What follows belongs to an exercise in optimizing a design on an open flow for small area, a short achievable clock period and few clock cycles per item; a production flow would make more cautious choices.
RTL that was checked went through simulation tests only; none was proved equivalent to the original.
No activity file was given, so power comes from the tool's default toggle rates.

==> flow/design.v (excerpt) <==
module m3p_rle (
    input  wire        clk,
    input  wire        rst,         
    input  wire        start,       
    input  wire [1:0]  op,          
    input  wire [15:0] width,       
    input  wire [15:0] src_len,     
    output reg  [1:0]  status,      
    output reg  [1:0]  errcode,     
    output reg  [15:0] dst_len,
    output reg         src_re,
    output reg  [15:0] src_addr,
    input  wire [7:0]  src_rdata,
    output reg         dst_we,
    output reg  [15:0] dst_waddr,
    output reg  [7:0]  dst_wdata,
    output reg         dst_re,
    output reg  [15:0] dst_raddr,
    input  wire [7:0]  dst_rdata
);
    localparam ST_IDLE = 2'd0, ST_BUSY = 2'd1, ST_DONE = 2'd2, ST_ERROR = 2'd3;
    localparam OP_PREDICT = 2'd0, OP_UNPREDICT = 2'd1, OP_ENCODE = 2'd2, OP_DECODE = 2'd3;
    localparam ERR_NONE = 2'd0, ERR_INVARG = 2'd1, ERR_MALFORMED = 2'd2;
    localparam M_ZC = 2'd0,    
               M_ZF = 2'd1,    
               M_LC = 2'd2,    
               M_LD = 2'd3;    
    wire busy = (status == ST_BUSY);
    wire acc  = !busy && start;           
    reg  init;                            
  ...
Size: about 200 flip-flops, ~13000 sq um of cells after synthesis.
export LEC_CHECK = 0
export CAP_MARGIN = 20
export CORE_MARGIN = 2
export CORE_UTILIZATION = 40
export CTS_BUF_LIST = sky130_fd_sc_hd__clkbuf_4 sky130_fd_sc_hd__clkbuf_8
export SLEW_MARGIN = 20
create_clock -name core_clock -period 12.0 [get_ports {clk}]
standard.sh (not shown) runs the stock make flow with config.mk's settings and CLKGATE_MAP_FILE= SYNTH_SCRIPT=/design/flow/synth_recipe.tcl, a recipe that flattens the netlist after the stock synthesis.
==> flow/flow/run.sh <==
#!/bin/bash
# The standard layout with two changes of method, none of the constraints:
#  - every port still gets its own buffer, but a plain buf_1 (repair may size it)
#    instead of the delay-cell buffer buffer_ports picks by default;
#  - timing repair works until the setup slack is at least SETUP_SLACK_MARGIN,
#    i.e. it aims at a shorter period than the clock's (the SDC is unchanged).
set -euo pipefail
export BUFFER_PORTS_ARGS="-buffer_cell sky130_fd_sc_hd__buf_1"
bash standard.sh SETUP_SLACK_MARGIN=8.3 finish > standard_flow.log 2>&1
The starting point ran to the end with no violations.
Testbench counts at the start, summed over its fixed seeds: cycles 142,815, items 31,322.
Edit:
CTS_BUF_LIST = sky130_fd_sc_hd__clkbuf_8   (was sky130_fd_sc_hd__clkbuf_4 sky130_fd_sc_hd__clkbuf_8)
What happened: Clock skew increases by 4.5 ps; design area stays flat; clock power is about the same; routed wire length stays flat; worst setup slack improved by 17 ps.


v34:
Another version of the RTL of m3p_rle (not shown whole).
Size in the first run: roughly 1500 cells after synthesis, about 130 I/O pins.
export LEC_CHECK = 0
export CAP_MARGIN = 20
export CORE_MARGIN = 2
export CORE_UTILIZATION = 40
export SLEW_MARGIN = 20
create_clock -name core_clock -period 12.0 [get_ports {clk}]
==> flow/flow/run.sh <==
#!/bin/bash
# The standard layout, with timing repair aimed at a shorter period than the
# clock's: repair_timing works until the setup slack is at least SETUP_SLACK_MARGIN.
# The SDC (clock period, I/O delays) is unchanged.
set -euo pipefail
bash standard.sh SETUP_SLACK_MARGIN=8 finish > standard_flow.log 2>&1
Inputs modified between v34 and v25:
==> flow/run.sh (new file) <==
#!/bin/bash
# synth_recipe.tcl (not shown) runs the flow's synth.tcl, then flattens the netlist and writes it again
# the make line also repeats each setting of config.mk as NAME=value (left out here)
make -C /OpenROAD-flow-scripts/flow DESIGN_CONFIG=/design/flow/config.mk WORK_HOME=/design/flow/orfs CLKGATE_MAP_FILE= SYNTH_SCRIPT=/design/flow/synth_recipe.tcl finish
removed: flow/flow/run.sh
removed: flow/standard.sh
## What came out
In summary, v25 completed successfully, with a layout that passed the timing, DRC and antenna checks. For v25, the end point of the critical path was dst_len[1], unlike v34, where it was imore. [compare] base=v34 new=v25: maximum resistive drop on vdd saw a decrease, post-route core utilization saw a decrease, worst hold margin saw little to no change, share of the final layout cell area in multi-input gates saw little to no change, proportion of layout cells with a drive suffix above 1 saw a decrease.
Function was not checked in any run of this note: the RTL went through the layout flow alone.


m3p_rle, a different RTL version from the one above (not shown whole).
For scale: about 200 flip-flops, about 130 I/O pins.
Settings: LEC_CHECK=0, CAP_MARGIN=20, CORE_MARGIN=2, CORE_UTILIZATION=40, SLEW_MARGIN=20; clock period 12.0 ns.
==> flow/flow/run.sh <==
#!/bin/bash
# The standard layout with two changes of method, none of the constraints:
#  - every port still gets its own buffer, but a plain buf_1 (repair may size it)
#    instead of the delay-cell buffer buffer_ports picks by default;
#  - timing repair works until the setup slack is at least SETUP_SLACK_MARGIN,
#    i.e. it aims at a shorter period than the clock's (the SDC is unchanged).
set -euo pipefail
export BUFFER_PORTS_ARGS="-buffer_cell sky130_fd_sc_hd__buf_1"
bash standard.sh SETUP_SLACK_MARGIN=8.5 finish > standard_flow.log 2>&1
Rerun with:
--- a/flow/flow/run.sh
+++ b/flow/flow/run.sh
@@ -9 +9 @@
-bash standard.sh SETUP_SLACK_MARGIN=8.5 finish > standard_flow.log 2>&1
+bash standard.sh SETUP_SLACK_MARGIN=8.3 finish > standard_flow.log 2>&1
--- a/flow/config.mk
+++ b/flow/config.mk
@@ -10 +10,3 @@
-export CORE_UTILIZATION = 40
+export CORE_UTILIZATION = 65
+export CTS_BUF_LIST = sky130_fd_sc_hd__clkbuf_8
+export CTS_CLUSTER_SIZE = 30
After rerunning: Flip-flop and latch count is unchanged. Design area went down by 3.9%. Hold slack improves by 0.0068 ns. Synthesized area is unchanged. Sequential share of layout area went up by 0.90 points. Register-to-register slack degrades by 0.26 ns. Setup slack degrades by 0.025 ns. Die area went down by 38%. Combinational power barely changes.
No functional check of the RTL was part of any run of this note.


m3p_rle again, from the RTL that the note above started with.
Design m3p_rle, start of the top module:
module m3p_rle (
    input  wire        clk,
    input  wire        rst,         
    input  wire        start,       
    input  wire [1:0]  op,          
    input  wire [15:0] width,       
    input  wire [15:0] src_len,     
    output reg  [1:0]  status,      
    output reg  [1:0]  errcode,     
    output reg  [15:0] dst_len,
    output reg         src_re,
    output reg  [15:0] src_addr,
    input  wire [7:0]  src_rdata,
    output reg         dst_we,
    output reg  [15:0] dst_waddr,
    output reg  [7:0]  dst_wdata,
    output reg         dst_re,
    output reg  [15:0] dst_raddr,
    input  wire [7:0]  dst_rdata
);
Settings: LEC_CHECK=0, CAP_MARGIN=20, CORE_MARGIN=2, CORE_UTILIZATION=40, SLEW_MARGIN=20; clock period 12.0 ns.
==> flow/flow/run.sh <==
#!/bin/bash
# The standard layout with two changes of method, none of the constraints:
#  - every port still gets its own buffer, but a plain buf_1 (repair may size it)
#    instead of the delay-cell buffer buffer_ports picks by default;
#  - timing repair works until the setup slack is at least SETUP_SLACK_MARGIN,
#    i.e. it aims at a shorter period than the clock's (the SDC is unchanged).
set -euo pipefail
export BUFFER_PORTS_ARGS="-buffer_cell sky130_fd_sc_hd__buf_1"
bash standard.sh SETUP_SLACK_MARGIN=8.0 finish > standard_flow.log 2>&1
Next try:
--- a/flow/flow/run.sh
+++ b/flow/flow/run.sh
@@ -7,3 +7,3 @@
 set -euo pipefail
 export BUFFER_PORTS_ARGS="-buffer_cell sky130_fd_sc_hd__buf_1"
-bash standard.sh SETUP_SLACK_MARGIN=8.0 finish > standard_flow.log 2>&1
+bash standard.sh SETUP_SLACK_MARGIN=8.3 finish > standard_flow.log 2>&1
- CORE_UTILIZATION: 40 -> 65
Utilization goes up by 27 points.
Combinational power barely changes.
Clock skew goes down by 0.0077 ns.
No run of this note included a check of the RTL's function; only the layout flow was run.

## static timing again, ports no longer ideal
How much do the figures lean on ideal ports? The routed layouts below were timed once more, with nothing changed but the port constraints. Step 1 sets driving cells, clkbuf_16 on the clock port and buf_2 on the other inputs (assumed; they add their load-dependent delay and slew). Step 2 times the ports against the registers' clock, not the clock port: input delays grow and output delays shrink by t, the midpoint of the rising clock arrivals with the driver on. Three values: ideal ports, drivers, drivers and shift; two values: the first two.
| run | t (ns) | setup WS [ns] | clock arrival spread, ns | worst slew at a driven data input, ns |
|---|---|---|---|---|
| the first run of note 1 | 0.544 | 8.335 / 8.285 / 7.945 | 0.018 / 0.018 | 0.05 |
| the second run of note 1 | 0.543 | 8.352 / 8.301 / 7.939 | 0.022 / 0.022 | 0.05 |
| v34 | 0.494 | 8.048 / 8.018 / 7.581 | 0.012 / 0.012 | 0.05 |
| v25 | 0.491 | 7.629 / 7.656 / 7.164 | 0.011 / 0.011 | 0.05 |
| the first run of note 3 | 0.493 | 8.373 / 8.402 / 7.909 | 0.013 / 0.014 | 0.06 |
| the second run of note 3 | 0.532 | 8.348 / 8.302 / 7.862 | 0.019 / 0.019 | 0.06 |
| the first run of note 4 | 0.497 | 8.267 / 8.293 / 7.803 | 0.021 / 0.021 | 0.09 |
| the second run of note 4 | 0.502 | 8.340 / 8.289 / 7.877 | 0.013 / 0.013 | 0.06 |
After both steps every run listed still meets setup and hold. For the second run of note 3, which loses most, drivers alone change the setup slack by -0.046 ns; drivers and shift together by -0.486 ns.
